Source: an optimization exercise on an open RTL-to-GDS flow (aim: small area, a short achievable clock period and few clock cycles). Production flows keep margins and buffers that such runs may drop. RTL that was checked went through simulation tests only; none was proved equivalent to the original. Function not checked in run 1: the RTL went through the layout flow alone. No activity file was given, so power comes from the tool's default toggle rates.

$ cat flow/run.sh
#!/bin/bash
# synth_recipe.tcl (not shown) runs the flow's synth.tcl, then flattens the netlist and writes it again
# the make line also repeats each setting of config.mk as NAME=value (left out here)
make -C /OpenROAD-flow-scripts/flow DESIGN_CONFIG=/design/flow/config.mk WORK_HOME=/design/flow/orfs CLKGATE_MAP_FILE= SYNTH_SCRIPT=/design/flow/synth_recipe.tcl finish
$ cat flow/config.mk
export PLATFORM = sky130hd
export DESIGN_NAME = lorenc
export DESIGN_NICKNAME = lorenc
export VERILOG_FILES = /design/flow/design.v
export SDC_FILE = /design/flow/constraint.sdc
export NUM_CORES = 4
export LEC_CHECK = 0
export CAP_MARGIN = 20
export CORE_MARGIN = 2
export CORE_UTILIZATION = 45
export PLACE_DENSITY = 0.6
export SETUP_SLACK_MARGIN = 4.7
export SLEW_MARGIN = 20
export SYNTH_HIERARCHICAL = 1
$ cat flow/constraint.sdc
create_clock -name core_clock -period 10.0 [get_ports {clk}]
set_input_delay 2.0000 -clock core_clock [delete_from_list [all_inputs] [get_ports {clk}]]
set_output_delay 2.0000 -clock core_clock [all_outputs]
set_load 0.01 [all_outputs]
$ cat flow/design.v
module lorenc (
    input  wire        clk,
    input  wire        rst,
    input  wire        op_valid,
    input  wire [1:0]  op_code,
    input  wire [7:0]  op_start,
    input  wire [8:0]  op_src_len,
    output wire        busy,
    output reg         done,
    output reg  [1:0]  status,
    input  wire        en,
    input  wire        tp_present,
    input  wire        ok,
    input  wire        tx_empty,
    output reg  [7:0]  tx_data,
    output reg         tx_valid,
    output reg         tx_last,
    output wire [8:0]  src_addr,
    output reg         src_re,
    input  wire [7:0]  src_data,
    input  wire        cfg_we,
    input  wire [1:0]  cfg_idx,
    input  wire [20:0] cfg_wdata,
    input  wire [2:0]  cfg_count,
    output reg         hb_req,
    output reg         log_evt,
    output reg  [2:0]  fault,
    output wire [8:0]  total,
    input  wire [7:0]  occ_idx,
    output wire        occ_bit
);
    localparam ST_DONE = 2'd0, ST_NOTREADY = 2'd1, ST_BACKP = 2'd2, ST_FAULTED = 2'd3;
    localparam S_IDLE   = 3'd0,
               S_INIT   = 3'd1,      
               S_IFIN   = 3'd2,
               S_CHK    = 3'd3,      
               S_RUN    = 3'd4,
               S_HB     = 3'd5,
               S_SETTLE = 3'd6,
               S_FIN    = 3'd7;
    integer i;
    reg  [18:0] stg [0:3];
    reg  [18:0] cfg [0:3];
    reg  [2:0]  n_ctrl;
    reg         force_chg;
    reg  [13:0] total_r;
    wire [2:0] w_dt = cfg_wdata[20:18];
    wire [1:0] w_am = cfg_wdata[17:16];
    wire [2:0] w_et = w_dt[2] ? {1'b1, w_dt[1:0]} :
                      (w_am == 2'd1) ? 3'd1 : (w_am == 2'd2) ? 3'd2 : 3'd0;
    wire [7:0] w_n  = (w_dt == 3'd7) ? 8'd0 : cfg_wdata[7:0];
    always @(posedge clk)
        if (cfg_we && !busy)
            stg[cfg_idx] <= {w_et, cfg_wdata[15:8], w_n};
    assign total = total_r[8:0];
    reg  [7:0] hi8 [0:3];
    reg  [3:0] oval;
    integer    oc;
    lorenc_occ u_occ (
        .idx(occ_idx),
        .lo0(cfg[0][15:8]), .lo1(cfg[1][15:8]), .lo2(cfg[2][15:8]), .lo3(cfg[3][15:8]),
        .hi0(hi8[0]), .hi1(hi8[1]), .hi2(hi8[2]), .hi3(hi8[3]),
        .val(oval),
        .hit(occ_bit)
    );
    reg [3:0]  h_np1;
    reg [8:0]  h_hi;
    reg [18:0] h_w;
    always @(posedge clk)
        if (st == S_INIT)
            for (oc = 0; oc < 4; oc = oc + 1) begin
                h_w = cfg[oc];
                case (h_w[18:16])
                    3'd1:    h_np1 = h_w[7:4] - {3'd0, (h_w[3:0] == 4'd0)};
                    3'd2:    h_np1 = 4'd1;
                    3'd4:    h_np1 = 4'd3;
                    3'd5:    h_np1 = 4'd7;
                    3'd6:    h_np1 = 4'd15;
                    default: h_np1 = 4'd0;
                endcase
                h_hi = {1'b0, h_w[15:8]} + {5'd0, h_np1};
                oval[oc] <= (n_ctrl > oc) && (h_w[7:0] != 8'd0) && (h_w[15:8] != 8'd255);
                hi8[oc]  <= (h_hi > 9'd254) ? 8'd254 : h_hi[7:0];
            end
    reg [2:0]  st;
    reg        is_alloff;
    reg        rst_fill;
    reg [7:0]  start_r;
    reg [8:0]  src_len_r;
    reg        en_r, tp_r, ok_r, txe_r;
    reg [3:0]  cnt;
    reg [2:0]  ci;
    reg        init_f;           
    reg        i_v;              
    reg        op_exh;           
    assign busy = (st != S_IDLE);
    reg  [2:0]  cu_c;
    reg  [1:0]  cu_st;
    wire [2:0]  cu_c1 = cu_c + 3'd1;
    localparam CU_CTRL = 2'd0, CU_RDY = 2'd2;
    wire [2:0]  pl_sel = init_f ? ci : (cu_st == CU_RDY) ? cu_c1 : cu_c;
    reg  [18:0] pl_w;
    reg  [2:0]  pl_tag;
    reg         pl_tv;
    always @(posedge clk) begin
        pl_w   <= cfg[pl_sel[1:0]];
        pl_tag <= pl_sel;
        pl_tv  <= !init_f;
    end
    wire [2:0]  pl_et  = pl_w[18:16];
    wire [7:0]  pl_u   = pl_w[15:8];
    wire [7:0]  pl_n   = pl_w[7:0];
    reg  [11:0] pl_eff;
    reg  [7:0]  pl_cpp;
    reg  [4:0]  pl_np;
    reg  [7:0]  pl_lastl;
    always @* begin
        pl_lastl = pl_n;
        if (pl_n == 8'd0) begin
            pl_eff = 12'd0; pl_cpp = 8'd0; pl_np = 5'd0;
        end else case (pl_et)
            3'd4: begin pl_eff = {2'b0, pl_n, 2'b0}; pl_cpp = pl_n; pl_np = 5'd4; end
            3'd5: begin pl_eff = {1'b0, pl_n, 3'b0}; pl_cpp = pl_n; pl_np = 5'd8; end
            3'd6: begin pl_eff = {pl_n, 4'b0};       pl_cpp = pl_n; pl_np = 5'd16; end
            3'd1: begin pl_eff = {4'b0, pl_n}; pl_cpp = 8'd16;
                        pl_np = {1'b0, pl_n[7:4]} + {4'b0, (pl_n[3:0] != 4'd0)};
                        pl_lastl = (pl_n[3:0] == 4'd0) ? 8'd16 : {4'd0, pl_n[3:0]}; end
            3'd2: begin pl_eff = {4'b0, pl_n}; pl_cpp = {1'b0, pl_n[7:1]}; pl_np = 5'd2;
                        pl_lastl = {1'b0, pl_n[7:1]}; end
            default: begin pl_eff = {4'b0, pl_n}; pl_cpp = pl_n; pl_np = 5'd1; end
        endcase
    end
    wire [8:0] pl_last  = {1'b0, pl_u} + {4'b0, pl_np} - 9'd1;
    wire       pl_bad   = (pl_np != 5'd0) && (pl_u == 8'd0 || pl_last > 9'd254);
    wire       pl_empty = (pl_np == 5'd0) || (pl_cpp == 8'd0);
    wire [3:0] pl_nbc   = pl_cpp[7:4] + {3'b0, (pl_cpp[3:0] != 4'd0)};
    wire [3:0] pl_nbl   = pl_lastl[7:4] + {3'b0, (pl_lastl[3:0] != 4'd0)};
    wire [4:0] pl_tnc   = (pl_cpp[3:0] == 4'd0) ? 5'd16 : {1'b0, pl_cpp[3:0]};
    wire [4:0] pl_tnl   = (pl_lastl[3:0] == 4'd0) ? 5'd16 : {1'b0, pl_lastl[3:0]};
    reg [4:0]  cu_p, cu_np;
    reg [7:0]  cu_cpp, cu_g0, cu_base, cu_unit;
    reg [3:0]  cu_nbc, cu_nbl;
    reg [4:0]  cu_tnc, cu_tnl;
    reg [2:0]  cu_b;
    reg        cu_islast, cu_top;
    wire [7:0] cu_bbrel = cu_g0 + {1'b0, cu_b, 4'b0};
    wire [4:0] cu_bn    = cu_top ? (cu_islast ? cu_tnl : cu_tnc) : 5'd16;
    wire       cu_exh   = (cu_st == CU_CTRL) && (cu_c == n_ctrl);
    wire       cu_take;
    wire       cu_restart;
    wire [4:0] cu_p1    = cu_p + 5'd1;
    wire       cu_last1 = (cu_p1 == cu_np - 5'd1);
    wire       cu_pdone = (cu_b == 3'd0) && (cu_p1 == cu_np);
    wire       pl_cur   = pl_tv && (pl_tag == cu_c);
    wire       nx_ok    = pl_tv && (pl_tag == cu_c1) && (cu_c1 != n_ctrl) && !pl_empty;
    always @(posedge clk) begin
        if (cu_restart) begin
            cu_st   <= CU_CTRL;
            cu_c    <= 3'd0;
            cu_base <= 8'd0;
        end else if (cu_st == CU_CTRL) begin
            if (cu_c == n_ctrl) begin
                cu_c    <= 3'd0;
                cu_base <= 8'd0;
            end else if (!pl_cur) begin
            end else if (pl_empty) begin
                cu_c    <= cu_c1;
                cu_base <= cu_base + pl_eff[7:0];
            end else begin
                cu_np     <= pl_np;
                cu_cpp    <= pl_cpp;
                cu_nbc    <= pl_nbc;
                cu_nbl    <= pl_nbl;
                cu_tnc    <= pl_tnc;
                cu_tnl    <= pl_tnl;
                cu_unit   <= pl_u;
                cu_g0     <= cu_base;
                cu_base   <= cu_base + pl_eff[7:0];
                cu_p      <= 5'd0;
                cu_islast <= (pl_np == 5'd1);
                cu_b      <= ((pl_np == 5'd1) ? pl_nbl[2:0] : pl_nbc[2:0]) - 3'd1;
                cu_top    <= 1'b1;
                cu_st     <= CU_RDY;
            end
        end else if (cu_take) begin
            if (cu_b != 3'd0) begin
                cu_b   <= cu_b - 3'd1;
                cu_top <= 1'b0;
            end else if (!cu_pdone) begin
                cu_p      <= cu_p1;
                cu_unit   <= cu_unit + 8'd1;
                cu_g0     <= cu_g0 + cu_cpp;
                cu_islast <= cu_last1;
                cu_b      <= (cu_last1 ? cu_nbl[2:0] : cu_nbc[2:0]) - 3'd1;
                cu_top    <= 1'b1;
            end else if (nx_ok) begin
                cu_c      <= cu_c1;
                cu_np     <= pl_np;
                cu_cpp    <= pl_cpp;
                cu_nbc    <= pl_nbc;
                cu_nbl    <= pl_nbl;
                cu_tnc    <= pl_tnc;
                cu_tnl    <= pl_tnl;
                cu_unit   <= pl_u;
                cu_g0     <= cu_base;
                cu_base   <= cu_base + pl_eff[7:0];
                cu_p      <= 5'd0;
                cu_islast <= (pl_np == 5'd1);
                cu_b      <= ((pl_np == 5'd1) ? pl_nbl[2:0] : pl_nbc[2:0]) - 3'd1;
                cu_top    <= 1'b1;
            end else begin
                cu_c  <= cu_c1;
                cu_st <= CU_CTRL;
            end
        end
    end
    reg  [6:0]    ph;
    reg  [1023:0] ring;
    localparam TB = 3;               
    localparam TS = 1 << TB;
    localparam NT = 128 / TS;
    localparam MW = 7 - TB;
    reg  [NT-1:0] tap_wr;
    reg  [7:0]    tap_wd;
    reg  [1023:0] ring_nx;
    always @* begin
        ring_nx = {ring[7:0], ring[1023:8]};
        for (i = 0; i < NT; i = i + 1)
            if (tap_wr[(i + 1) % NT])
                ring_nx[(TS * i + TS - 1) * 8 +: 8] = tap_wd;
    end
    always @(posedge clk)
        ring <= ring_nx;
    reg        ib_act;
    reg [6:0]  ib_bb;
    reg [4:0]  ib_n, ib_cnt;
    reg [15:0] ib_iss;
    reg [2:0]  ib_bk;
    reg [7:0]  ib_unit;
    reg        ib_plast;
    wire       frame_acc = (st == S_IDLE) && op_valid && (op_code == 2'd2);
    wire       issuing = (st == S_RUN) || (st == S_CHK && !is_alloff) || frame_acc;
    wire [6:0] ph3     = ph + 7'd3;
    wire [TB-1:0] is_j0 = ph3[TB-1:0] - ib_bb[TB-1:0];
    reg  [3:0] is_j;
    reg        is_ok;
    integer    kk;
    always @* begin
        is_j  = 4'd0;
        is_ok = 1'b0;
        for (kk = 16 / TS - 1; kk >= 0; kk = kk - 1)
            if ({1'b0, is_j0} + TS * kk < ib_n && !ib_iss[is_j0 + TS * kk]) begin
                is_j  = is_j0 + TS * kk;
                is_ok = 1'b1;
            end
    end
    wire [6:0] is_g    = ib_bb + {3'b0, is_j};
    wire       is_go   = ib_act && (is_alloff || is_ok);
    wire       is_fin  = is_go && (is_alloff || (ib_cnt == ib_n - 5'd1));
    wire       e_idle_nx;
    reg  [1:0] nout;
    wire       rb_full_w, rq_full_w;
    wire [2:0] n_ahead = {1'b0, nout} + {2'b0, rb_full_w} + {2'b0, rq_full_w};
    wire       ib_load = issuing && (!op_exh || frame_acc) && (cu_st == CU_RDY) &&
                         (!ib_act || is_fin) &&
                         (n_ahead[2:1] == 2'd0 || (n_ahead == 3'd2 && !e_act));
    assign cu_take = ib_load;
    reg        abort;
    reg        s1_v, s2_v, s3_v;
    reg [3:0]  s1_j, s2_j, s3_j;
    reg [MW-1:0] s1_m, s2_m, s3_m;
    reg        s1_f, s2_f, s3_f;    
    reg        s1_l, s2_l, s3_l;    
    reg [2:0]  s1_bk, s2_bk, s3_bk;
    reg [7:0]  s1_u, s2_u, s3_u;
    reg        s1_pl, s2_pl, s3_pl;
    reg [6:0]  src_a;
    reg [7:0]  sd_r;
    reg [7:0]  tap_old;             
    assign src_addr = {2'b0, src_a};
    always @(posedge clk) begin
        sd_r  <= src_data;
        src_a <= is_g;
        s1_j  <= is_j;
        s1_m  <= is_g[6:TB] - ph3[6:TB];
        s1_f  <= (ib_cnt == 5'd0);
        s1_l  <= is_fin;
        s1_bk <= ib_bk;
        s1_u  <= ib_unit;
        s1_pl <= ib_plast;
        s2_j <= s1_j; s2_m <= s1_m; s2_f <= s1_f; s2_l <= s1_l;
        s2_bk <= s1_bk; s2_u <= s1_u; s2_pl <= s1_pl;
        s3_j <= s2_j; s3_m <= s2_m; s3_f <= s2_f; s3_l <= s2_l;
        s3_bk <= s2_bk; s3_u <= s2_u; s3_pl <= s2_pl;
        tap_old <= ring[{s2_m, {TB{1'b0}}, 3'b0} + 8 +: 8];
        if (is_go) begin
            ib_cnt <= ib_cnt + 5'd1;
            ib_iss[is_j] <= 1'b1;
        end
        if (ib_load) begin
            ib_bb    <= (frame_acc ? op_start[6:0] : start_r[6:0]) + cu_bbrel[6:0];
            ib_n     <= cu_bn;
            ib_cnt   <= 5'd0;
            ib_iss   <= 16'd0;
            ib_bk    <= cu_b;
            ib_unit  <= cu_unit;
            ib_plast <= (cu_b == 3'd0);
        end
    end
    always @(posedge clk) begin
        if (rst) begin
            ib_act <= 1'b0;
            nout   <= 2'd0;
            s1_v <= 1'b0; s2_v <= 1'b0; s3_v <= 1'b0;
            src_re <= 1'b0;
        end else begin
            s1_v   <= is_go && !abort;
            src_re <= is_go && !is_alloff;
            s2_v   <= s1_v && !abort;
            s3_v   <= s2_v && !abort;
            if (abort)
                nout <= 2'd0;
            else
                nout <= nout + {1'b0, ib_load} - {1'b0, s3_v && s3_l};
            if (abort)
                ib_act <= 1'b0;
            else if (ib_load)
                ib_act <= 1'b1;
            else if (is_fin)
                ib_act <= 1'b0;
        end
    end
    wire       p_off   = is_alloff;
    wire       p_ch    = (sd_r != tap_old) && !p_off;
    reg [127:0] rbV;
    reg [15:0]  rb_vm;
    reg         rb_chg, rb_full, rb_term, rb_off, rb_bchg;
    reg [2:0]   rb_bk;
    reg [7:0]   rb_unit;
    reg         pchg;
    assign rb_full_w = rb_full;
    wire [15:0] p_jbit   = 16'd1 << s3_j;
    wire        chg_nx   = (s3_f ? 1'b0 : rb_chg) | p_ch;
    wire        bank_chg = force_chg | chg_nx | p_off;
    wire        bank_trm = s3_pl && (pchg | bank_chg);
    wire        p_cmpl   = s3_v && s3_l && (bank_chg || bank_trm);
    always @* begin
        tap_wr = {NT{1'b0}};
        tap_wd = sd_r;
        if (st == S_INIT) begin
            tap_wr = {NT{1'b1}};
            tap_wd = 8'hFF;
        end else if (s3_v && !p_off && st == S_RUN) begin
            tap_wr[s3_m] = 1'b1;
        end
    end
    reg [127:0] rqV;
    reg [15:0]  rq_vm;
    reg         rq_full, rq_term, rq_off, rq_tonly;
    reg [2:0]   rq_bk;
    reg [7:0]   rq_unit;
    assign rq_full_w = rq_full;
    wire e_load  = e_idle_nx && rq_full;
    wire rq_load = rb_full && (!rq_full || e_load);
    always @(posedge clk) begin
        if (rq_load) begin
            rqV      <= rbV;
            rq_vm    <= rb_vm;
            rq_term  <= rb_term;
            rq_off   <= rb_off;
            rq_bk    <= rb_bk;
            rq_unit  <= rb_unit;
            rq_tonly <= !rb_bchg;
        end
        if (rst)
            rq_full <= 1'b0;
        else if (rq_load)
            rq_full <= 1'b1;
        else if (e_load)
            rq_full <= 1'b0;
    end
    integer sl;
    always @(posedge clk) begin
        if (s3_v) begin
            for (sl = 0; sl < 16; sl = sl + 1)
                if (s3_j == sl && !p_off)
                    rbV[8 * sl +: 8] <= sd_r;
            rb_vm  <= (s3_f ? 16'd0 : rb_vm) | p_jbit;
            rb_chg <= chg_nx;
        end
        if (s3_v && s3_l) begin
            rb_term <= bank_trm;
            rb_off  <= p_off;
            rb_bk   <= s3_bk;
            rb_unit <= s3_u;
            rb_bchg <= bank_chg;
        end
        if (rst) begin
            rb_full <= 1'b0;
            pchg    <= 1'b0;
        end else begin
            if (p_cmpl)
                rb_full <= 1'b1;
            else if (rq_load)
                rb_full <= 1'b0;
            if (st == S_IDLE)
                pchg <= 1'b0;
            else if (s3_v && s3_l)
                pchg <= s3_pl ? 1'b0 : (pchg | bank_chg);
        end
    end
    localparam E_O = 3'd0, E_Z = 3'd1, E_F = 3'd2, E_C = 3'd3, E_T = 3'd4, E_PRE = 3'd5;
    reg         e_act;
    reg [2:0]   e_ph;
    reg [2:0]   e_f;
    reg [7:0]   e_cval;
    reg [15:0]  e_pend;
    reg [127:0] eV;
    reg [15:0]  e_vm;
    reg         e_term, e_off;
    reg [2:0]   e_bk;
    reg [7:0]   e_unit;
    reg [15:0] z_v, f_v, c_v, mask_c, mask;
    always @* begin
        for (i = 0; i < 16; i = i + 1) begin
            z_v[i]    = e_vm[i] && (eV[8*i +: 8] == 8'h00);
            f_v[i]    = e_vm[i] && (eV[8*i +: 8] == 8'hFF);
            c_v[i]    = e_vm[i] && (eV[8*i +: 8] != 8'h00) && (eV[8*i +: 8] != 8'hFF);
            mask_c[i] = e_vm[i] && (eV[8*i +: 8] == e_cval);
        end
    end
    wire has0  = |z_v;
    wire hasFF = |f_v;
    wire col   = |c_v;
    wire [2:0]  first_ph = (e_off || (!hasFF && !col)) ? E_O :
                           (col && has0) ? E_Z : hasFF ? E_F : E_C;
    wire [2:0]  r_ph     = (e_ph == E_PRE) ? first_ph : e_ph;
    wire [15:0] r_pend   = (e_ph == E_PRE) ? c_v : e_pend;
    reg [3:0] pri;
    always @* begin
        pri = 4'd0;
        for (i = 15; i >= 0; i = i - 1)
            if (r_pend[i]) pri = i[3:0];
    end
    wire [7:0] r_cval = (r_ph == E_Z) ? 8'h00 : (r_ph == E_F) ? 8'hFF : eV[{pri, 3'b0} +: 8];
    wire [7:0] lsb = mask[7:0];
    wire [7:0] msb = mask[15:8];
    wire       lz  = (lsb == 8'd0);
    wire       mz  = (msb == 8'd0);
    wire       bk0 = (e_bk == 3'd0);
    wire       e_set = (e_ph == E_Z) || (e_ph == E_C);
    reg [7:0] e_byte;
    reg [2:0] e_fnx;
    reg       e_lastf;
    always @* begin
        e_byte  = 8'h00;
        e_fnx   = e_f + 3'd1;
        e_lastf = 1'b0;
        case (e_f)
            3'd0: e_byte = 8'h00;
            3'd1: begin
                e_byte = (e_ph == E_T) ? 8'h00 : e_unit;
                e_lastf = (e_ph == E_T);
            end
            3'd2: begin
                if (e_ph == E_O) begin
                    e_byte  = bk0 ? 8'h41 : 8'h51;
                    e_lastf = bk0;
                    e_fnx   = 3'd4;
                end else begin
                    e_byte = bk0 ? ((!lz && !mz) ? 8'h31 : lz ? 8'h21 : 8'h11) : 8'h51;
                    if (e_set) e_byte = e_byte | 8'h02;
                    e_fnx = e_set ? 3'd3 : !bk0 ? 3'd4 : !lz ? 3'd5 : 3'd6;
                end
            end
            3'd3: begin
                e_byte = e_cval;
                e_fnx  = !bk0 ? 3'd4 : !lz ? 3'd5 : 3'd6;
            end
            3'd4: begin
                if (e_ph == E_O) begin
                    e_byte  = {5'b11000, e_bk};
                    e_lastf = 1'b1;
                end else begin
                    e_byte = {lz, mz, 3'b000, e_bk};
                    e_fnx  = !lz ? 3'd5 : 3'd6;
                end
            end
            3'd5: begin
                e_byte  = lsb;
                e_lastf = mz;
            end
            default: begin
                e_byte  = msb;
                e_lastf = 1'b1;
            end
        endcase
    end
    wire [15:0] pend_rest = e_pend & ~mask;
    reg  [2:0]  e_next;              
    always @* begin
        case (e_ph)
            E_Z:     e_next = hasFF ? E_F : (|e_pend) ? E_C : e_term ? E_T : E_PRE;
            E_F:     e_next = (|e_pend) ? E_C : e_term ? E_T : E_PRE;
            E_C:     e_next = (|pend_rest) ? E_C : e_term ? E_T : E_PRE;
            E_O:     e_next = e_term ? E_T : E_PRE;
            default: e_next = E_PRE;
        endcase
    end
    wire e_end = e_act && e_lastf && (e_next == E_PRE);
    assign e_idle_nx = !e_act || e_end;
    always @(posedge clk) begin
        if (rst) begin
            e_act    <= 1'b0;
            tx_valid <= 1'b0;
            tx_last  <= 1'b0;
        end else begin
            tx_valid <= 1'b0;
            tx_last  <= 1'b0;
            if (e_act) begin
                tx_valid <= 1'b1;
                tx_data  <= e_byte;
                tx_last  <= (e_ph == E_T) && (e_f == 3'd1);
                if (e_f == 3'd0) begin
                    e_cval <= r_cval;
                    if (e_ph == E_PRE) begin
                        e_ph   <= first_ph;
                        e_pend <= c_v;
                    end
                end
                if (e_f == 3'd1)
                    mask <= mask_c;
                if (e_lastf) begin
                    e_f <= 3'd0;
                    if (e_ph == E_C)
                        e_pend <= pend_rest;
                    if (e_next == E_PRE)
                        e_act <= 1'b0;
                    else
                        e_ph <= e_next;
                end else begin
                    e_f <= e_fnx;
                end
            end
            if (e_load) begin
                e_act  <= 1'b1;
                eV     <= rqV;
                e_vm   <= rq_vm;
                e_term <= rq_term;
                e_off  <= rq_off;
                e_bk   <= rq_bk;
                e_unit <= rq_unit;
                e_ph   <= rq_tonly ? E_T : E_PRE;
                e_f    <= 3'd0;
            end
        end
    end
    wire [14:0] frame_end = {7'd0, start_r} + {1'b0, total_r};
    wire        all_idle  = op_exh && !ib_act && !s1_v && !s2_v && !s3_v && !rb_full && !rq_full && !e_act;
    always @* begin
        abort = 1'b0;
        if (st == S_CHK) begin
            if (fault != 3'd0 || !(en_r && tp_r && ok_r))
                abort = 1'b1;
            else if (!is_alloff && (!txe_r || frame_end > {6'd0, src_len_r} || frame_end > 15'd128))
                abort = 1'b1;
        end
    end
    assign cu_restart = rst || (st == S_INIT) || abort;
    always @(posedge clk) begin
        if (rst) begin
            st        <= S_INIT;
            init_f    <= 1'b1;
            rst_fill  <= 1'b1;
            i_v       <= 1'b0;
            cnt       <= 4'd0;
            ci        <= 3'd0;
            ph        <= 7'd0;
            n_ctrl    <= 3'd0;
            force_chg <= 1'b1;
            fault     <= 3'd0;
            total_r   <= 14'd0;
            done      <= 1'b0;
            hb_req    <= 1'b0;
            log_evt   <= 1'b0;
            op_exh    <= 1'b0;
        end else begin
            ph      <= ph + 7'd1;
            done    <= 1'b0;
            hb_req  <= 1'b0;
            log_evt <= 1'b0;
            if (issuing && cu_exh)
                op_exh <= 1'b1;
            case (st)
            S_IDLE: begin
                if (op_valid) begin
                    start_r   <= op_start;
                    src_len_r <= op_src_len;
                    en_r      <= en;
                    tp_r      <= tp_present;
                    ok_r      <= ok;
                    txe_r     <= tx_empty;
                    status    <= ST_DONE;
                    op_exh    <= 1'b0;
                    is_alloff <= op_code[0];
                    case (op_code)
                    2'd0: st <= S_FIN;
                    2'd1: begin
                        n_ctrl    <= cfg_count;
                        cfg[0]    <= stg[0];
                        cfg[1]    <= stg[1];
                        cfg[2]    <= stg[2];
                        cfg[3]    <= stg[3];
                        force_chg <= 1'b1;
                        fault     <= 3'd0;
                        total_r   <= 14'd0;
                        rst_fill  <= 1'b0;
                        cnt       <= 4'd0;
                        ci        <= 3'd0;
                        st        <= S_INIT;
                        init_f    <= 1'b1;
                        i_v       <= 1'b0;
                    end
                    default: st <= S_CHK;
                    endcase
                end
            end
            S_INIT: begin
                cnt  <= cnt + 4'd1;
                i_v  <= (ci != n_ctrl);
                if (ci != n_ctrl)
                    ci <= ci + 3'd1;
                if (i_v) begin
                    total_r <= total_r + {2'b0, pl_eff};
                    if (fault == 3'd0 && pl_bad)
                        fault <= 3'd3;
                end
                if (cnt == 4'd15) begin
                    st     <= rst_fill ? S_IDLE : S_IFIN;
                    init_f <= 1'b0;
                end
            end
            S_IFIN: begin
                if (fault == 3'd0 && total_r > 14'd128)
                    fault <= 3'd4;
                if (fault != 3'd0 || total_r > 14'd128)
                    status <= ST_FAULTED;
                done <= 1'b1;
                st   <= S_IDLE;
            end
            S_CHK: begin
                if (fault != 3'd0) begin
                    status <= ST_FAULTED;
                    done   <= 1'b1;
                    st     <= S_IDLE;
                end else if (!(en_r && tp_r && ok_r)) begin
                    status <= ST_NOTREADY;
                    done   <= 1'b1;
                    st     <= S_IDLE;
                end else if (!is_alloff && !txe_r) begin
                    log_evt <= 1'b1;
                    status  <= ST_BACKP;
                    st      <= S_FIN;
                end else if (!is_alloff && (frame_end > {6'd0, src_len_r} || frame_end > 15'd128)) begin
                    fault  <= 3'd4;
                    status <= ST_FAULTED;
                    done   <= 1'b1;
                    st     <= S_IDLE;
                end else begin
                    st <= S_RUN;
                end
            end
            S_RUN: begin
                if (all_idle) begin
                    if (is_alloff) begin
                        st <= S_HB;
                    end else begin
                        force_chg <= 1'b0;
                        done      <= 1'b1;
                        st        <= S_IDLE;
                    end
                end
            end
            S_HB: begin
                hb_req <= 1'b1;
                cnt    <= 4'd0;
                st     <= S_SETTLE;
            end
            S_SETTLE: begin
                cnt <= cnt + 4'd1;
                if (cnt == 4'd15)
                    st <= S_FIN;
            end
            default: begin       
                done <= 1'b1;
                st   <= S_IDLE;
            end
            endcase
        end
    end
endmodule
module lorenc_occ (
    input  wire [7:0] idx,
    input  wire [7:0] lo0, lo1, lo2, lo3,
    input  wire [7:0] hi0, hi1, hi2, hi3,
    input  wire [3:0] val,
    output wire       hit
);
    function ge8;
        input [7:0] a, b;
        integer k;
        reg gt, eq;
        begin
            gt = 1'b0;
            eq = 1'b1;
            for (k = 7; k >= 0; k = k - 1) begin
                gt = gt | (eq & a[k] & ~b[k]);
                eq = eq & (a[k] ~^ b[k]);
            end
            ge8 = gt | eq;
        end
    endfunction
    wire in0 = val[0] && ge8(idx, lo0) && ge8(hi0, idx);
    wire in1 = val[1] && ge8(idx, lo1) && ge8(hi1, idx);
    wire in2 = val[2] && ge8(idx, lo2) && ge8(hi2, idx);
    wire in3 = val[3] && ge8(idx, lo3) && ge8(hi3, idx);
    assign hit = (idx == 8'd0) | in0 | in1 | in2 | in3;
endmodule
==> run summary, run 1 <==
* Layout area overhead at 14.87%
* GRT Util Overall at 0.2022
* Yosys warns at 12
* Worst-case clock buffer depth at 3
* DRC at 0
* Final setup margin at roughly 4400 ps
* EDFF count, synth at 817
* Hold Crit Class: reg2reg
* Largest net degree at the start of global routing at 77
* TNS Setup at 0 ps
* Synth unique cells at 103
* Worst Max-Slew Pin Slew at 1057 ps
* Port-buffer cells at 105
* Die height at 396.2 um
* Syn Inst Count at approximately 5000
* Max Cap Viol at 0
* RSZ-0062 raised after global routing: yes
* Critical path class: in2out
* Mapped Area at 69200 sq um
* Peak supply drop at 0.1695 mV
* Placement Setup Slack at 3238 ps
* Flop2flop setup slack at 4980 ps
* Final Setup Violations at 0
* CTS sink cnt at 2042
* WL/cell at approximately 22 um
* Worst hold path endpoint: ring[687]$_DFF_P_
* Most used DFF post-synth: dfxtp_1
* Rel. slew slack at 0.2885
* Antenna Nets Post-Route at 0
* Drt pass-1 iters at 6
* Vias per inst at 5.228
* Final Hold Vio Count at 0
* Root Buffer: clkbuf_16
* FF-to-FF path depth at 22
* Htree depth at 4
* Post-synthesis register bit count at between 2000 and 2500
* Fin cells at 7373
* CTS Buf Count at 194
* Final WL at 159500 um
* Final Cycle Share at 0.5603
* DIE AREA at 156900 sq um
* First-iteration detailed-routing DRC count at 3023
* Max Freq at 178.5 MHz
* Total grt overflow at 0
* Layout Nets at 5401
* Hold Path Origin: ring[695]$_DFF_P_
* Row cnt at 143
* Synth async-reset ratio at 0
* Hold Path Stages at 0
* Req. time, crit path at 8000 ps
* Crit. End Element: output pin
* Setup Skew at ~53 ps
* Initial cell density of the core at 0.4545
* Register area share after synthesis at 0.7089
* Final slew viol count at 0
* Layout cells sized above 1 at 0.1093
* Clock latency on the worst-skew pair at 820 ps
* Pwr/cell area at ~210 nW/um^2
* First-pass GRT wire length at 239500 um
* CTS tree: yes
* Worst r2r dst: s1_m[3]$_DFF_P_
* CP Max Fanout at 5
* Cell leakage power at 29.21 nW
* R2r startpoint: ph[0]$_SDFF_PP0_
* Die W at 396.2 um
* Vias in the first global route at 37730
* RePlAce Congestion at between 0.9 and 1
* Clock Pin Slew Worst Setup and Hold Paths at around 60 ps
* Vias at 38540
* Placed cells at 6999
* CP startpoint kind: input port
* Detailed placement HPWL at 110200 um
* Syn avg cell area at 13.88 sq um
* Run status: timing/DRC/antenna clean
* Core area at 152300 sq um
* Io pins at roughly 110
* Initial antenna violation count at 12
* Worst path arrival time at 3600 ps
* Tmin final at 5603 ps
[per-layer routing]
layer  global-route usage  vias to the layer above  wire length, um
li1                     -                    18230                -
met1               0.2961                    18960            76060
met2               0.3088                     1075            70510
met3              0.03469                      272             8791
met4              0.05832                        8             4085
met5                    0                        -               52
[worst max-delay path by stage]
| stage | depth (start not counted) | end | startpoint |
|---|---|---|---|
| 2_1_floorplan | 6 | occ_bit | occ_idx[0] |
| 5_1_grt | 8 | occ_bit | occ_idx[0] |
| 6_report | 8 | occ_bit | occ_idx[0] |
| 3_5_place_dp | 10 | occ_bit | occ_idx[7] |
| 3_3_place_gp | 10 | occ_bit | occ_idx[7] |
| 4_1_cts | 8 | occ_bit | occ_idx[0] |
[metrics by stage]
step           total power, W  hold slack [ps]  utilization  area (sq um)
4_1_cts               0.01698            312.8       0.5212         79360
3_5_place_dp         0.009539            312.1       0.4764         72540
6_report              0.01680            298.0       0.5221         79500
5_1_grt               0.01739            314.7       0.5221         79490
2_1_floorplan        0.009307            309.6            -         69230
3_3_place_gp         0.009531            309.5       0.4764         72540
[critical path: stages]
cell and delay [ps]:
bufbuf_16 230, nand2b_4 40, maj3_2 300, maj3_2 300, maj3_2 300, o221ai_2 150
nand4_1 120, buf_2 160
[cells in the final DEF, fill, tap and decap left out, drive strengths merged, types with 28 or more instances in the layout]
cell type / Yosys / routed
and2: 31 / 31
xnor2: 205 / 205
xor2: 81 / 81
nor3: 80 / 80
o21ai: 126 / 126
dfxtp: 1225 / 1225
nor2b: 46 / 46
buf: 52 / 75
nor2: 238 / 238
clkdlybuf4s50: 0 / 95
clkbuf: 133 / 271
mux2: 28 / 28
clkinv: 2 / 68
a21oi: 198 / 198
ha: 143 / 143
edfxtp: 817 / 817
or4: 31 / 31
inv: 211 / 218
a21o: 41 / 41
nand4: 73 / 73
nand3: 67 / 67
mux4: 65 / 65
nor4: 50 / 50
nand2: 360 / 360
mux2i: 178 / 178
o22ai: 38 / 38
a22o: 37 / 37
nand2b: 52 / 52
[synth_stat cells (all sizes together) (41+ instances only)]
| cell | number | area share |
|---|---|---|
| dfxtp | 1225 | 0.35 |
| nor4 | 50 | 0.0045 |
| mux2i | 178 | 0.026 |
| nor2 | 238 | 0.013 |
| edfxtp | 817 | 0.35 |
| nand2b | 52 | 0.0048 |
| nand3 | 67 | 0.0048 |
| buf | 52 | 0.0041 |
| a21oi | 198 | 0.014 |
| nor3 | 80 | 0.0058 |
| o21ai | 126 | 0.0094 |
| clkbuf | 133 | 0.0072 |
| nand4 | 73 | 0.0066 |
| mux4 | 65 | 0.021 |
| nor2b | 46 | 0.0042 |
| xnor2 | 205 | 0.026 |
| xor2 | 81 | 0.010 |
| nand2 | 360 | 0.020 |
| inv | 211 | 0.011 |
| ha | 143 | 0.026 |
| a21o | 41 | 0.0044 |
[cell families after synthesis]
group | share of synthesized area
adders and majority gates | 0.03392
DFF | 0.7089
AOI/OAI and AO/OA | 0.06614
xor gates and xnor gates | 0.03676
buffers and inverters | 0.02284
other | 0.00005419
and+or+nand+nor | 0.07995
muxes | 0.05146
[flip-flops by register name, indices dropped and copies added (netlist names), 9 cells and up]
register,flops
ring,1024
eV,128
rbV,128
rqV,128
cfg,76
stg,76
hi8,32
pl_w,19
e_pend,16
e_vm,16
ib_iss,16
mask,16
rb_vm,16
rq_vm,16
total_r,14
src_len_r,9
[timing repair]
item | CTS | global route
hold endpoints to repair | 0 | 0
endpoints found under the setup margin | 57 | 71
hold buffers | 0 | 0
pin swaps | 12 | 12
gates resized for setup | 67 | 23
setup buffers | 5 | 2
cloned | 1 | 0
[layout make-up]
cell class,count,area (sq um)
diodes,1,2.502
fillers,12620,72770
well taps,2030,2540
multi-input cells,2548,18810
repair buffers,174,1597
flip-flops and latches,2042,49060
inverters,213,817.0
clock inverters,95,1142
clock buffers,270,5522
[Yosys stat by module (local to each module, per instance)]
| module | cells | area (sq um) | times used | flops+latches |
|---|---|---|---|---|
| lorenc | 4836 | 68130 | 1 | 2042 |
| lorenc_occ | 151 | 1076 | 1 | 0 |
[power by group]
group,switching [W],internal (W)
registers,0.0000639,0.00866
logic,0.000372,0.000270
clock network,0.00312,0.00431
==> run 2: changes to the inputs <==
--- a/flow/design.v
+++ b/flow/design.v
@@ -86,7 +86,6 @@
     reg        is_alloff;
     reg        rst_fill;
     reg [7:0]  start_r;
-    reg [8:0]  src_len_r;
     reg        en_r, tp_r, ok_r, txe_r;
     reg [3:0]  cnt;
     reg [2:0]  ci;
@@ -130,8 +129,8 @@
             default: begin pl_eff = {4'b0, pl_n}; pl_cpp = pl_n; pl_np = 5'd1; end
         endcase
     end
-    wire [8:0] pl_last  = {1'b0, pl_u} + {4'b0, pl_np} - 9'd1;
-    wire       pl_bad   = (pl_np != 5'd0) && (pl_u == 8'd0 || pl_last > 9'd254);
+    wire [5:0] pl_top   = {2'b0, pl_u[3:0]} + {1'b0, pl_np};
+    wire       pl_bad   = (pl_np != 5'd0) && (pl_u == 8'd0 || (pl_u[7:4] == 4'hF && pl_top[5:4] != 2'b00));
     wire       pl_empty = (pl_np == 5'd0) || (pl_cpp == 8'd0);
     wire [3:0] pl_nbc   = pl_cpp[7:4] + {3'b0, (pl_cpp[3:0] != 4'd0)};
     wire [3:0] pl_nbl   = pl_lastl[7:4] + {3'b0, (pl_lastl[3:0] != 4'd0)};
@@ -240,7 +239,7 @@
     reg        ib_plast;
     wire       frame_acc = (st == S_IDLE) && op_valid && (op_code == 2'd2);
     wire       issuing = (st == S_RUN) || (st == S_CHK && !is_alloff) || frame_acc;
-    wire [6:0] ph3     = ph + 7'd3;
+    reg  [6:0] ph3;             
     wire [TB-1:0] is_j0 = ph3[TB-1:0] - ib_bb[TB-1:0];
     reg  [3:0] is_j;
     reg        is_ok;
@@ -268,7 +267,8 @@
     reg        abort;
     reg        s1_v, s2_v, s3_v;
     reg [3:0]  s1_j, s2_j, s3_j;
-    reg [MW-1:0] s1_m, s2_m, s3_m;
+    reg [MW-1:0] s2_m, s3_m;
+    wire [6:0]   ph2 = ph3 - 7'd1;
     reg        s1_f, s2_f, s3_f;    
     reg        s1_l, s2_l, s3_l;    
     reg [2:0]  s1_bk, s2_bk, s3_bk;
@@ -282,13 +282,13 @@
         sd_r  <= src_data;
         src_a <= is_g;
         s1_j  <= is_j;
-        s1_m  <= is_g[6:TB] - ph3[6:TB];
         s1_f  <= (ib_cnt == 5'd0);
         s1_l  <= is_fin;
         s1_bk <= ib_bk;
         s1_u  <= ib_unit;
         s1_pl <= ib_plast;
-        s2_j <= s1_j; s2_m <= s1_m; s2_f <= s1_f; s2_l <= s1_l;
+        s2_m  <= src_a[6:TB] - ph2[6:TB];
+        s2_j <= s1_j; s2_f <= s1_f; s2_l <= s1_l;
         s2_bk <= s1_bk; s2_u <= s1_u; s2_pl <= s1_pl;
         s3_j <= s2_j; s3_m <= s2_m; s3_f <= s2_f; s3_l <= s2_l;
         s3_bk <= s2_bk; s3_u <= s2_u; s3_pl <= s2_pl;
@@ -555,14 +555,15 @@
             end
         end
     end
-    wire [14:0] frame_end = {7'd0, start_r} + {1'b0, total_r};
+    wire [14:0] frame_end_in = {7'd0, op_start} + {1'b0, total_r};
+    reg         addr_bad;
     wire        all_idle  = op_exh && !ib_act && !s1_v && !s2_v && !s3_v && !rb_full && !rq_full && !e_act;
     always @* begin
         abort = 1'b0;
         if (st == S_CHK) begin
             if (fault != 3'd0 || !(en_r && tp_r && ok_r))
                 abort = 1'b1;
-            else if (!is_alloff && (!txe_r || frame_end > {6'd0, src_len_r} || frame_end > 15'd128))
+            else if (!is_alloff && (!txe_r || addr_bad))
                 abort = 1'b1;
         end
     end
@@ -576,6 +577,7 @@
             cnt       <= 4'd0;
             ci        <= 3'd0;
             ph        <= 7'd0;
+            ph3       <= 7'd3;
             n_ctrl    <= 3'd0;
             force_chg <= 1'b1;
             fault     <= 3'd0;
@@ -586,6 +588,7 @@
             op_exh    <= 1'b0;
         end else begin
             ph      <= ph + 7'd1;
+            ph3     <= ph3 + 7'd1;
             done    <= 1'b0;
             hb_req  <= 1'b0;
             log_evt <= 1'b0;
@@ -595,7 +598,7 @@
             S_IDLE: begin
                 if (op_valid) begin
                     start_r   <= op_start;
-                    src_len_r <= op_src_len;
+                    addr_bad  <= (frame_end_in > {6'd0, op_src_len}) || (frame_end_in > 15'd128);
                     en_r      <= en;
                     tp_r      <= tp_present;
                     ok_r      <= ok;
@@ -661,7 +664,7 @@
                     log_evt <= 1'b1;
                     status  <= ST_BACKP;
                     st      <= S_FIN;
-                end else if (!is_alloff && (frame_end > {6'd0, src_len_r} || frame_end > 15'd128)) begin
+                end else if (!is_alloff && addr_bad) begin
                     fault  <= 3'd4;
                     status <= ST_FAULTED;
                     done   <= 1'b1;
--- a/flow/config.mk
+++ b/flow/config.mk
@@ -8,7 +8,9 @@
 export CAP_MARGIN = 20
 export CORE_MARGIN = 2
 export CORE_UTILIZATION = 45
+export CTS_CLUSTER_DIAMETER = 100
+export CTS_CLUSTER_SIZE = 20
 export PLACE_DENSITY = 0.6
-export SETUP_SLACK_MARGIN = 4.7
+export SETUP_SLACK_MARGIN = 5.0
 export SLEW_MARGIN = 20
 export SYNTH_HIERARCHICAL = 1
==> run 2 against run 1 <==
  * Still clean
  * Worst setup slack worse by 100 ps
  * Synthesized area shrank 2.1%
  * Core utilization is 2.3 points lower
  * First-iteration DRC count down 5.0%
  * Critical path type unchanged
  * Largest cell class unchanged
==> run summary, run 2 <==
* Fin area at 74650 sq um (was 79500 sq um)
* Layout Nets at 5156 (was 5401)
* Hold Crit Class: reg2reg (unchanged)
* Worst path arrival time at 3700 ps (was 3600 ps)
* Worst Max-Slew Pin Slew at 1060 ps (was 1057 ps)
* Root Buffer: clkbuf_16 (unchanged)
* Register area share after synthesis at 0.7187 (was 0.7089)
* FF-to-FF path depth at 15 (was 22)
* Max Cap Viol at 0 (unchanged)
* Max Freq at 175.3 MHz (was 178.5 MHz)
* CTS Buf Count at 112 (was 194)
* Die W at 392.1 um (was 396.2 um)
* CTS tree: yes (unchanged)
* Final WL at 151300 um (was 159500 um)
* Layout area overhead at 10.15% (was 14.87%)
* Total grt overflow at 0 (unchanged)
* Filler cells at 12840 (was 12620)
* GRT Util Overall at 0.1970 (was 0.2022)
* RSZ-0062 raised after global routing: yes (unchanged)
* Antenna Nets Post-Route at 0 (unchanged)
* Placed Area at 71210 sq um (was 72540 sq um)
* Max FFs per register at 1024 (unchanged)
* Die height at 392.1 um (was 396.2 um)
* Setup Skew at 74.61 ps (was 53.48 ps)
* CP peak stage delay at 320 ps (was 300 ps)
* DRC at 0 (unchanged)
* Port-buffer cells at 105 (unchanged)
* Peak supply drop at 0.1670 mV (was 0.1695 mV)
* Worst-case clock buffer depth at 3 (unchanged)
* Met1 Resource Use GR at 0.2777 (was 0.2961)
* Drt pass-1 iters at 5 (was 6)
* CTS sink cnt at 2029 (was 2042)
* Initial cell density of the core at 0.4530 (was 0.4545)
* CP Max Fanout at 8 (was 5)
* Final Setup Violations at 0 (unchanged)
* Clock Pin Slew Worst Setup and Hold Paths at 80 ps (was 60 ps)
* Met3 Usage GRT at 0.03062 (was 0.03469)
* Yosys top cell area share at 0.3607 (was 0.3545)
* Tmin final at 5704 ps (was 5603 ps)
* Biggest register: ring (unchanged)
* Grt peak-use layer: met2 (unchanged)
* Worst r2r dst: ib_iss[10]$_SDFFE_PP0P_ (was s1_m[3]$_DFF_P_)
* TNS Setup at 0 ps (unchanged)
* First-pass GRT wire length at 228000 um (was 239500 um)
* Detailed placement HPWL at 103700 um (was 110200 um)
* Pwr/cell area at 184.9 nW/um^2 (was 211.4 nW/um^2)
* Crit. End Element: output pin (unchanged)
* Yosys warns at 12 (unchanged)
* Io pins at 108 (unchanged)
* Dominant cell type by area after synthesis: dfxtp_1 (was edfxtp_1)
* Run status: timing/DRC/antenna clean (unchanged)
* Initial antenna violation count at 10 (was 12)
* M2 GR Usage at 0.3110 (was 0.3088)
* Core area at 149600 sq um (was 152300 sq um)
* Largest net degree at the start of global routing at 125 (was 77)
* Critical path class: in2out (unchanged)
* Most used cell, CP: maj3_2 (unchanged)
* Final Cycle Share at 0.5704 (was 0.5603)
* Rel. slew slack at 0.2923 (was 0.2885)
* Layout cells sized above 1 at 0.07479 (was 0.1093)
* Clock latency on the worst-skew pair at 770 ps (was 820 ps)
* Req. time, crit path at 8000 ps (about the same)
* Final slew viol count at 0 (unchanged)
* Final Hold Vio Count at 0 (unchanged)
* WL/cell at 21.55 um (was 21.63 um)
* Synth async-reset ratio at 0 (unchanged)
* Commonest non-fill, non-tap cell in the layout: dfxtp_1 (unchanged)
* Cell chain of the critical path: buf_12 > nand2b_4 > maj3_2 > maj3_2 > maj3_2 > o221ai_2 > nand4_1 > buf_2 (was bufbuf_16 > nand2b_4 > maj3_2 > maj3_2 > maj3_2 > o221ai_2 > nand4_1 > buf_2)
* Mapped Area at 67770 sq um (was 69200 sq um)
* Most frequent cells in the layout: dfxtp_1, edfxtp_1, nand2_1, nor2_1, xnor2_1 (was dfxtp_1, edfxtp_1, nand2_1, nor2_1)
* Crit. Startpoint: occ_idx[0] (unchanged)
* Cell leakage power at 26.46 nW (was 29.21 nW)
* Vias in the first global route at 36000 (was 37730)
* Vias per inst at 5.216 (was 5.228)
* EDFF count, synth at 808 (was 817)
* Slowest stage cell on the critical path: maj3_2 (unchanged)
* DIE AREA at 153700 sq um (was 156900 sq um)
* Syn avg cell area at 14.06 sq um (was 13.88 sq um)
* RePlAce Congestion at 0.9213 (was 0.9466)
* Post-synthesis register bit count at 2029 (was 2042)
* Synth unique cells at 99 (was 103)
* CP startpoint kind: input port (unchanged)
* Commonest cells in the netlist: dfxtp_1, edfxtp_1, nand2_1 (unchanged)
* Vias at 36610 (was 38540)
* Critical Path Sink: occ_bit (unchanged)
* R2r startpoint: ph3[0]$_SDFF_PP1_ (was ph[0]$_SDFF_PP0_)
* Syn Inst Count at 4820 (was 4987)
* First-iteration detailed-routing DRC count at 2873 (was 3023)
* Top post-synthesis cells by area: dfxtp_1, edfxtp_1, mux2i_1 (was edfxtp_1, dfxtp_1, ha_1)
* Flop2flop setup slack at 5330 ps (was 4980 ps)
* Cell with the most instances after synthesis: dfxtp_1 (unchanged)
* Row cnt at 142 (was 143)
* Htree depth at 3 (was 4)
* Most used DFF post-synth: dfxtp_1 (unchanged)
==> run 2: cell types whose count changed after synthesis, sizes merged, moves of 16 or more <==
| cell | previous run | this run |
|---|---|---|
| a21oi | 198 | 164 |
| a22o | 37 | 18 |
| inv | 211 | 175 |
| nand2 | 360 | 328 |
| nand3 | 67 | 108 |
| nor3b | 27 | 11 |
| o211ai | 9 | 28 |
| xnor2 | 205 | 185 |
| xor2 | 81 | 97 |
==> run 2: cell families after synthesis <==
group,share of synthesized area
other,0.00005534
xor gates and xnor gates,0.03715
buffers and inverters,0.02060
and+or+nand+nor,0.07893
DFF,0.7187
AOI/OAI and AO/OA,0.05975
muxes,0.05231
adders and majority gates,0.03249
==> run 2: worst min-delay path by stage <==
stage                                     to  cells past startpoint               start  slack (ps)
after floorplan           ring[1000]$_DFF_P_                      0  ring[1008]$_DFF_P_         310
after global placement     ring[540]$_DFF_P_                      0   ring[548]$_DFF_P_         310
after detailed placement    ring[13]$_DFF_P_                      0    ring[21]$_DFF_P_         310
after CTS                  ring[868]$_DFF_P_                      0   ring[876]$_DFF_P_         290
after global routing       ring[868]$_DFF_P_                      0   ring[876]$_DFF_P_         290
final                      ring[868]$_DFF_P_                      0   ring[876]$_DFF_P_         290
==> run 2: cell type report <==
cell class	instances	area, sq um	area share
Clock inverter	11	236.5	0.003168
Tap cell	2016	2522	0.03379
Clock buffer	165	3023	0.04050
Sequential cell	2029	48720	0.6526
Antenna cell	3	7.507	0.0001006
Inverter	178	684.4	0.009169
Timing Repair Buffer	177	1632	0.02186
Multi-Input combinational cell	2441	17820	0.2388
==> run 2: timing repair <==
action                     CTS  global route
pin swaps                   14             4
setup endpoints to repair    2            72
resized for setup           64             7
setup buffers                6             0
hold buffers                 0             0
==> run 2: metal layers <==
metal / vias to the layer above / share of wire
li1: 17420 / -
met1: 18000 / 0.46
met2: 927 / 0.46
met3: 253 / 0.050
met4: 8 / 0.035
met5: - / 0.00032
==> run 2: worst max-delay path: cells and delay by family <==
kind | cells | cell delay, ps
AND/OR/NAND/NOR | 2 | 320
buffers and inverters | 2 | 300
adder cells (fa/ha/maj) | 3 | 910
AO/OA/AOI/OAI | 1 | 170
==> run 2: Yosys stat by module (local to each module, per instance) <==
module / flops+latches / cells inside
lorenc: 2029 / 4669
lorenc_occ: 0 / 151
==> run 2: where the power goes <==
group,switching (W),internal (W)
logic,0.000263,0.000200
clock network,0.00256,0.00215
registers,0.0000550,0.00857
total,0.00288,0.0109
==> run 2: stage by stage <==
stage	worst slack, ps	util	total power (W)	hold slack [ps]	std cells
final	4296	0.4990	0.01380	285.8	7020
after global routing	4243	0.4989	0.01431	290.9	7017
after CTS	4302	0.4986	0.01396	286.2	7016
after detailed placement	3114	0.4760	0.009280	312.1	6834
after global placement	3102	0.4760	0.009272	309.7	6834
after floorplan	4679	-	0.009113	309.6	4821
Testbench counts of run 2, summed over its fixed seeds: cycles 58,479.
==> run 3: changes to the inputs <==
--- a/flow/config.mk
+++ b/flow/config.mk
@@ -11,6 +11,6 @@
 export CTS_CLUSTER_DIAMETER = 100
 export CTS_CLUSTER_SIZE = 20
 export PLACE_DENSITY = 0.6
-export SETUP_SLACK_MARGIN = 5.0
+export SETUP_SLACK_MARGIN = 4.7
 export SLEW_MARGIN = 20
 export SYNTH_HIERARCHICAL = 1
==> run 3 against run 2 <==
  * Register-to-register slack gained 20 ps
  * Synthesized area unchanged
  * Final area shrank 0.11%
  * Global-route usage down 0.25 points
  * Non-clock buffer count down 5
  * Critical path depth did not move
  * Sequential cell count did not move
  * Largest power group unchanged
==> run summary, run 3 <==
* Placement Setup Slack at 3143 ps (was 3114 ps)
* RSZ-0062 raised after global routing: yes (unchanged)
* Root Buffer: clkbuf_16 (unchanged)
* Yosys top cell area share at 0.3607 (unchanged)
* Largest net degree at the start of global routing at 159 (was 125)
* Total grt overflow at 0 (unchanged)
* Vias per inst at 5.193 (was 5.216)
* Dominant cell type by area after synthesis: dfxtp_1 (unchanged)
* Drt pass-1 iters at 5 (unchanged)
* GRT Util Overall at 0.1945 (was 0.1970)
* Run status: timing/DRC/antenna clean (unchanged)
* Layout area overhead at 10.03% (was 10.15%)
* Syn avg cell area at 14.06 sq um (unchanged)
* Most used DFF post-synth: dfxtp_1 (unchanged)
* Final Cycle Share at 0.5683 (was 0.5704)
* Biggest register: ring (unchanged)
* Initial antenna violation count at 6 (was 10)
* Io pins at 108 (unchanged)
* CP peak stage delay at 320 ps (about the same)
* Peak supply drop at 0.1645 mV (was 0.1670 mV)
* Worst path arrival time at 3680 ps (was 3700 ps)
* RePlAce Congestion at 0.9287 (was 0.9213)
* TNS Setup at 0 ps (unchanged)
* First-iteration detailed-routing DRC count at 2819 (was 2873)
* Max Freq at 176.0 MHz (was 175.3 MHz)
* CP Max Fanout at 6 (was 8)
* FF-to-FF path depth at 11 (was 15)
* Slowest stage cell on the critical path: maj3_2 (unchanged)
* CP startpoint kind: input port (unchanged)
* Commonest non-fill, non-tap cell in the layout: dfxtp_1 (unchanged)
* Detailed placement HPWL at 102600 um (was 103700 um)
* Core area at 149600 sq um (unchanged)
* Worst-case clock buffer depth at 3 (unchanged)
* Hold Path Stages at 0 (unchanged)
* Filler cells at 12830 (was 12840)
* Yosys warns at 12 (unchanged)
* Final Hold Vio Count at 0 (unchanged)
* Req. time, crit path at 8000 ps (about the same)
* Mapped Area at 67770 sq um (unchanged)
* Register area share after synthesis at 0.7187 (unchanged)
* Critical path class: in2out (unchanged)
* Crit path depth at 8 (unchanged)
* Delay-heaviest family, CP: adder cells (unchanged)
* Clock latency on the worst-skew pair at 780 ps (was 770 ps)
* Port-buffer cells at 105 (unchanged)
* Initial cell density of the core at 0.4530 (unchanged)
* Commonest cells in the netlist: dfxtp_1, edfxtp_1, nand2_1 (unchanged)
* Synth unique cells at 99 (unchanged)
* First-pass GRT wire length at 225200 um (was 228000 um)
* Syn Inst Count at 4820 (unchanged)
* WL/cell at 21.45 um (was 21.55 um)
* Rel. slew slack at 0.3139 (was 0.2923)
* Hold Crit Class: reg2reg (unchanged)
* Worst Path Buf+Inv at 2 (unchanged)
* Synth async-reset ratio at 0 (unchanged)
* CTS sink cnt at 2029 (unchanged)
* Layout Nets at 5152 (was 5156)
* Die height at 392.1 um (unchanged)
* EDFF count, synth at 808 (unchanged)
* Most used cell, CP: maj3_2 (unchanged)
* DIE AREA at 153700 sq um (unchanged)
* Cell leakage power at 26.42 nW (was 26.46 nW)
* Crit. End Element: output pin (unchanged)
* Final setup margin at 4317 ps (was 4296 ps)
* Layout cells sized above 1 at 0.07404 (was 0.07479)
* Final slew viol count at 0 (unchanged)
* CTS Buf Count at 113 (was 112)
* Vias at 36430 (was 36610)
* Max FFs per register at 1024 (unchanged)
* Setup Skew at 71.88 ps (was 74.61 ps)
* Final WL at 150500 um (was 151300 um)
* Row cnt at 142 (unchanged)
* Cell chain of the critical path: buf_12 > nand2b_4 > maj3_2 > maj3_2 > maj3_2 > o221ai_2 > nand4_1 > buf_2 (unchanged)
* CTS tree: yes (unchanged)
* DRC at 0 (unchanged)
* Die W at 392.1 um (unchanged)
* Most frequent cells in the layout: dfxtp_1, edfxtp_1, nand2_1, nor2_1, xnor2_1 (unchanged)
* Htree depth at 3 (unchanged)
* Worst Max-Slew Pin Slew at 1029 ps (was 1060 ps)
* Post-synthesis register bit count at 2029 (unchanged)
* Max Cap Viol at 0 (unchanged)
* Cell with the most instances after synthesis: dfxtp_1 (unchanged)
* Pwr/cell area at 185.0 nW/um^2 (was 184.9 nW/um^2)
* Antenna Nets Post-Route at 0 (unchanged)
* Vias in the first global route at 35550 (was 36000)
* Tmin final at 5683 ps (was 5704 ps)
* Clock Pin Slew Worst Setup and Hold Paths at 80 ps (about the same)
* Final Setup Violations at 0 (unchanged)
* Top post-synthesis cells by area: dfxtp_1, edfxtp_1, mux2i_1 (unchanged)
## run 3: cell counts after synthesis
No cell type changed its count.
## run 3: power breakdown
part	total [W]	internal, W	switching, W
clock	0.00470	0.00212	0.00258
sequential	0.00863	0.00857	0.0000540
combinational	0.000468	0.000199	0.000269
## run 3: per-module statistics from Yosys, one instance, submodules excluded
module / times used / flip-flops and latches / cells / area [sq um]
lorenc_occ: 1 / 0 / 151 / 1076
lorenc: 1 / 2029 / 4669 / 66690
## run 3: final timing paths
path,from,to,slack (ps)
worst max-delay path,occ_idx[0],occ_bit,4320
worst min-delay path,ring[312]$_DFF_P_,ring[304]$_DFF_P_,300
worst max register to register,eV[108]$_DFFE_PP_,e_cval[2]$_SDFFCE_PN0P_,5350
worst min register to register,ring[312]$_DFF_P_,ring[304]$_DFF_P_,300
## run 3: metal layers
layer  track usage  wire length, um  vias up
met1        0.2784            70750    17840
met5             0               48        -
met2        0.3065            67950      966
li1              -                -    17390
met4       0.05790             4036        8
met3       0.02889             7669      230
## run 3: final cells by class
cell class	count	area, sq um	area share
timing repair buffer	172	1570	0.02106
inverter	178	679.4	0.009111
clock inverter	16	239.0	0.003205
clock buffer	161	3018	0.04047
tap	2016	2522	0.03383
multi-input combinational	2441	17820	0.2390
antenna	2	5.005	0.00006712
sequential	2029	48710	0.6533
## run 3: stage by stage
step	instances	hold WS (ps)	utilization	instance area, sq um	total power (W)
after floorplan	4821	309.6	-	67790	0.009111
after global placement	6832	309.5	0.4759	71190	0.009282
after detailed placement	6832	312.1	0.4759	71190	0.009287
after CTS	7013	282.2	0.4981	74520	0.01395
after global routing	7013	299.7	0.4984	74560	0.01430
final	7015	298.4	0.4984	74570	0.01379
## run 3: timing repair
item / CTS / global route
hold buffers: 0 / 0
gates resized for setup: 57 / 10
buffers inserted: 4 / 0
cloned: 0 / 0
endpoints found under the setup margin: 1 / 2
pin swaps: 10 / 10
## run 3: cells by family after synthesis
logic type,count (synthesis),share of synthesized area
flip-flops,2029,0.7187
multiplexers,271,0.05231
buffers and inverters,351,0.02060
other,1,0.00005534
XOR/XNOR,284,0.03715
AND/OR/NAND/NOR,1094,0.07893
AO/OA/AOI/OAI,619,0.05975
adder cells (fa/ha/maj),171,0.03249
==> run 4: changes to the inputs <==
--- a/flow/design.v
+++ b/flow/design.v
@@ -67,21 +67,20 @@
     reg [8:0]  h_hi;
     reg [18:0] h_w;
     always @(posedge clk)
-        if (st == S_INIT)
-            for (oc = 0; oc < 4; oc = oc + 1) begin
-                h_w = cfg[oc];
-                case (h_w[18:16])
-                    3'd1:    h_np1 = h_w[7:4] - {3'd0, (h_w[3:0] == 4'd0)};
-                    3'd2:    h_np1 = 4'd1;
-                    3'd4:    h_np1 = 4'd3;
-                    3'd5:    h_np1 = 4'd7;
-                    3'd6:    h_np1 = 4'd15;
-                    default: h_np1 = 4'd0;
-                endcase
-                h_hi = {1'b0, h_w[15:8]} + {5'd0, h_np1};
-                oval[oc] <= (n_ctrl > oc) && (h_w[7:0] != 8'd0) && (h_w[15:8] != 8'd255);
-                hi8[oc]  <= (h_hi > 9'd254) ? 8'd254 : h_hi[7:0];
-            end
+        for (oc = 0; oc < 4; oc = oc + 1) begin
+            h_w = cfg[oc];
+            case (h_w[18:16])
+                3'd1:    h_np1 = h_w[7:4] - {3'd0, (h_w[3:0] == 4'd0)};
+                3'd2:    h_np1 = 4'd1;
+                3'd4:    h_np1 = 4'd3;
+                3'd5:    h_np1 = 4'd7;
+                3'd6:    h_np1 = 4'd15;
+                default: h_np1 = 4'd0;
+            endcase
+            h_hi = {1'b0, h_w[15:8]} + {5'd0, h_np1};
+            oval[oc] <= (n_ctrl > oc) && (h_w[7:0] != 8'd0) && (h_w[15:8] != 8'd255);
+            hi8[oc]  <= (h_hi > 9'd254) ? 8'd254 : h_hi[7:0];
+        end
     reg [2:0]  st;
     reg        is_alloff;
     reg        rst_fill;
@@ -507,14 +506,26 @@
             default: e_next = E_PRE;
         endcase
     end
-    wire e_end = e_act && e_lastf && (e_next == E_PRE);
+    reg        e_end_r;
+    reg        e_nlast;              
+    always @* begin
+        case (e_ph)
+            E_T:     e_nlast = (e_fnx == 3'd1);
+            E_O:     e_nlast = (e_fnx == 3'd2 && bk0) || (e_fnx == 3'd4);
+            E_PRE:   e_nlast = 1'b0;
+            default: e_nlast = (e_fnx == 3'd5 && mz) || (e_fnx == 3'd6);
+        endcase
+    end
+    wire e_end = e_end_r;
     assign e_idle_nx = !e_act || e_end;
     always @(posedge clk) begin
         if (rst) begin
             e_act    <= 1'b0;
+            e_end_r  <= 1'b0;
             tx_valid <= 1'b0;
             tx_last  <= 1'b0;
         end else begin
+            e_end_r  <= e_act && !e_lastf && !e_load && e_nlast && (e_next == E_PRE);
             tx_valid <= 1'b0;
             tx_last  <= 1'b0;
             if (e_act) begin
@@ -711,16 +722,22 @@
 );
     function ge8;
         input [7:0] a, b;
+        reg [7:0] g, e;
+        reg [3:0] g1, e1;
+        reg [1:0] g2, e2;
         integer k;
-        reg gt, eq;
         begin
-            gt = 1'b0;
-            eq = 1'b1;
-            for (k = 7; k >= 0; k = k - 1) begin
-                gt = gt | (eq & a[k] & ~b[k]);
-                eq = eq & (a[k] ~^ b[k]);
+            g = a & ~b;
+            e = a ~^ b;
+            for (k = 0; k < 4; k = k + 1) begin
+                g1[k] = g[2*k+1] | (e[2*k+1] & g[2*k]);
+                e1[k] = e[2*k+1] & e[2*k];
+            end
+            for (k = 0; k < 2; k = k + 1) begin
+                g2[k] = g1[2*k+1] | (e1[2*k+1] & g1[2*k]);
+                e2[k] = e1[2*k+1] & e1[2*k];
             end
-            ge8 = gt | eq;
+            ge8 = g2[1] | (e2[1] & g2[0]) | (e2[1] & e2[0]);
         end
     endfunction
     wire in0 = val[0] && ge8(idx, lo0) && ge8(hi0, idx);
--- a/flow/config.mk
+++ b/flow/config.mk
@@ -7,10 +7,10 @@
 export LEC_CHECK = 0
 export CAP_MARGIN = 20
 export CORE_MARGIN = 2
-export CORE_UTILIZATION = 45
+export CORE_UTILIZATION = 55
 export CTS_CLUSTER_DIAMETER = 100
 export CTS_CLUSTER_SIZE = 20
-export PLACE_DENSITY = 0.6
+export PLACE_DENSITY = 0.7
 export SETUP_SLACK_MARGIN = 4.7
 export SLEW_MARGIN = 20
 export SYNTH_HIERARCHICAL = 1
==> run 4 against run 3 <==
  * Via count is 3.6% higher
  * Sequential cell count up 1
  * Power decreased by 0.34%
  * Clock power barely moved
  * Synthesized cell count up 2.9%
  * Global-route usage rose by 4.4 points
  * Combinational power about the same
  * Clock skew shrank 7.0 ps
  * Count of clock-buffer cells in the layout up 5
  * Largest cell class unchanged
  * Still clean on timing, DRC and antenna
  * Final area fell by 0.53%
==> run summary, run 4 <==
* Synth async-reset ratio at 0 (unchanged)
* Worst path arrival time at 3560 ps (was 3680 ps)
* Switching part of the total at 0.2088 (was 0.2103)
* Placed Area at 70770 sq um (was 71190 sq um)
* Synth unique cells at 88 (was 99)
* Io pins at 108 (unchanged)
* Flop2flop setup slack at 5130 ps (was 5350 ps)
* Htree depth at 3 (unchanged)
* Crit. End Element: output pin (unchanged)
* Layout area overhead at 9.137% (was 10.03%)
* Root Buffer: clkbuf_16 (unchanged)
* Clk pwr share at 0.340 (was 0.341)
* Slowest stage cell on the critical path: a221o_1 (was maj3_2)
* Layout cells sized above 1 at 0.06604 (was 0.07404)
* Yosys top cell area share at 0.3706 (was 0.3607)
* Antenna Nets Post-Route at 0 (unchanged)
* Reg power frac at 0.626 (was 0.625)
* Final core utilization at 0.6070 (was 0.4984)
* Cts-stage hold buffer count at 0 (unchanged)
* Cell-internal power at 0.01088 W (was 0.01089 W)
* Commonest cells in the netlist: dfxtp_1, edfxtp_1, nand2_1 (unchanged)
* Initial antenna violation count at 4 (was 6)
* CTS sink cnt at 2030 (was 2029)
* Total power at 0.01375 W (was 0.01379 W)
* Most frequent cells in the layout: dfxtp_1, edfxtp_1, nand2_1, nor2_1, ha_1 (was dfxtp_1, edfxtp_1, nand2_1, nor2_1, xnor2_1)
* FF-to-FF path depth at 11 (unchanged)
* Worst-case clock buffer depth at 3 (unchanged)
* Worst r2r dst: e_cval[2]$_SDFFCE_PN0P_ (unchanged)
* Biggest register: ring (unchanged)
* Most used cell, CP: a211oi_2 (was maj3_2)
* First-iteration detailed-routing DRC count at 3493 (was 2819)
* Clock Pin Slew Worst Setup and Hold Paths at 80 ps (about the same)
* Run status: timing/DRC/antenna clean (unchanged)
* Mapped Area at 67960 sq um (was 67770 sq um)
[run 4: repair_timing]
item	CTS	global route
cloned	0	0
setup buffers	1	0
endpoints found under the setup margin	1	1
pin swaps	10	1
gates resized for setup	79	4
[run 4: cells by family after synthesis]
| kind of cell | Yosys count | share of synthesized area |
|---|---|---|
| adder cells (fa/ha/maj) | 204 | 0.03922 |
| AO/OA/AOI/OAI | 622 | 0.05834 |
| XOR/XNOR | 277 | 0.03614 |
| other | 1 | 0.00005518 |
| flip-flops | 2030 | 0.7117 |
| AND/OR/NAND/NOR | 1250 | 0.08848 |
| multiplexers | 228 | 0.04581 |
| buffers and inverters | 347 | 0.02027 |
[run 4: critical path, delay by kind of cell]
| kind | cells | cell delay [ps] |
|---|---|---|
| compound gates | 5 | 1070 |
| buf+inv | 2 | 270 |
| fa+ha+maj | 1 | 210 |
[run 4: worst min path at each step]
| stage | start | to | slack, ps | cells past startpoint |
|---|---|---|---|---|
| after floorplan | ring[1008]$_DFF_P_ | ring[1000]$_DFF_P_ | 310 | 0 |
| after global placement | ring[604]$_DFF_P_ | ring[596]$_DFF_P_ | 310 | 0 |
| after detailed placement | ring[1022]$_DFF_P_ | ring[1014]$_DFF_P_ | 310 | 0 |
| after CTS | ring[373]$_DFF_P_ | ring[365]$_DFF_P_ | 300 | 0 |
| after global routing | ring[146]$_DFF_P_ | ring[138]$_DFF_P_ | 290 | 0 |
| final | ring[112]$_DFF_P_ | ring[104]$_DFF_P_ | 290 | 0 |
[run 4: per-layer routing]
layer / track usage / share of wire / wire length (um) / up-vias
li1: - / - / - / 17790
met4: 0.06737 / 0.027 / 4034 / 2
met5: 0 / 0.000053 / 8 / -
met3: 0.03641 / 0.061 / 9307 / 218
met2: 0.3705 / 0.45 / 68300 / 1183
met1: 0.3506 / 0.46 / 70030 / 18530
[run 4: area by class of cell]
cell class / count / share of cell area
clock inverter: 9 / 0.002446
multi-input combinational: 2583 / 0.2482
tap: 1625 / 0.02741
inverter: 172 / 0.008738
sequential: 2030 / 0.6521
timing repair buffer: 158 / 0.01996
clock buffer: 166 / 0.04109
[run 4: stage by stage]
stage          instances  hold WS, ps  setup WS, ps
6_report            6743        291.2          4444
5_1_grt             6743        286.7          4373
4_1_cts             6741        298.2          4446
3_5_place_dp        6565        312.1          3226
3_3_place_gp        6565        309.6          3182
2_1_floorplan       4960        309.6          4715
[run 4: modules after synthesis (local to each module, per instance)]
module / flip-flops and latches / cell area [sq um] / cells / times used
lorenc: 2030 / 66510 / 4764 / 1
lorenc_occ: 0 / 1446 / 195 / 1
[run 4: power groups by stage]
stage               Combinational (W)  Clock, W  Sequential [W]
floorplan                    0.000317         0         0.00877
global placement             0.000456         0         0.00880
detailed placement           0.000463         0         0.00880
CTS                          0.000470   0.00478         0.00860
global route                 0.000515   0.00508         0.00861
finish                       0.000469   0.00467         0.00860
Testbench counts of run 4, summed over its fixed seeds: cycles 58,479.

static timing again, ports no longer ideal:
The flow's constraints put no driver on any port. The routed layouts listed below were extracted and timed again, unchanged, in two steps.
Step 1 sets driving cells, clkbuf_16 on the clock port and buf_2 on the other inputs (assumed; they add their load-dependent delay and slew).
Step 2 also shifts input and output timing later by t, the mid clock arrival at the registers, as if the neighbouring blocks saw the same clock.
a / b / c = ideal / step 1 / step 2; a / b = the first two.
| run | t (ns) | setup slack, ns |
|---|---|---|
| run 1 | 0.872 | 4.397 / 4.294 / 4.195 |
| run 2 | 0.802 | 4.296 / 4.248 / 4.248 |
| run 3 | 0.814 | 4.317 / 4.259 / 4.259 |
| run 4 | 0.799 | 4.444 / 4.396 / 4.396 |
After both steps setup and hold are still met in every run listed.
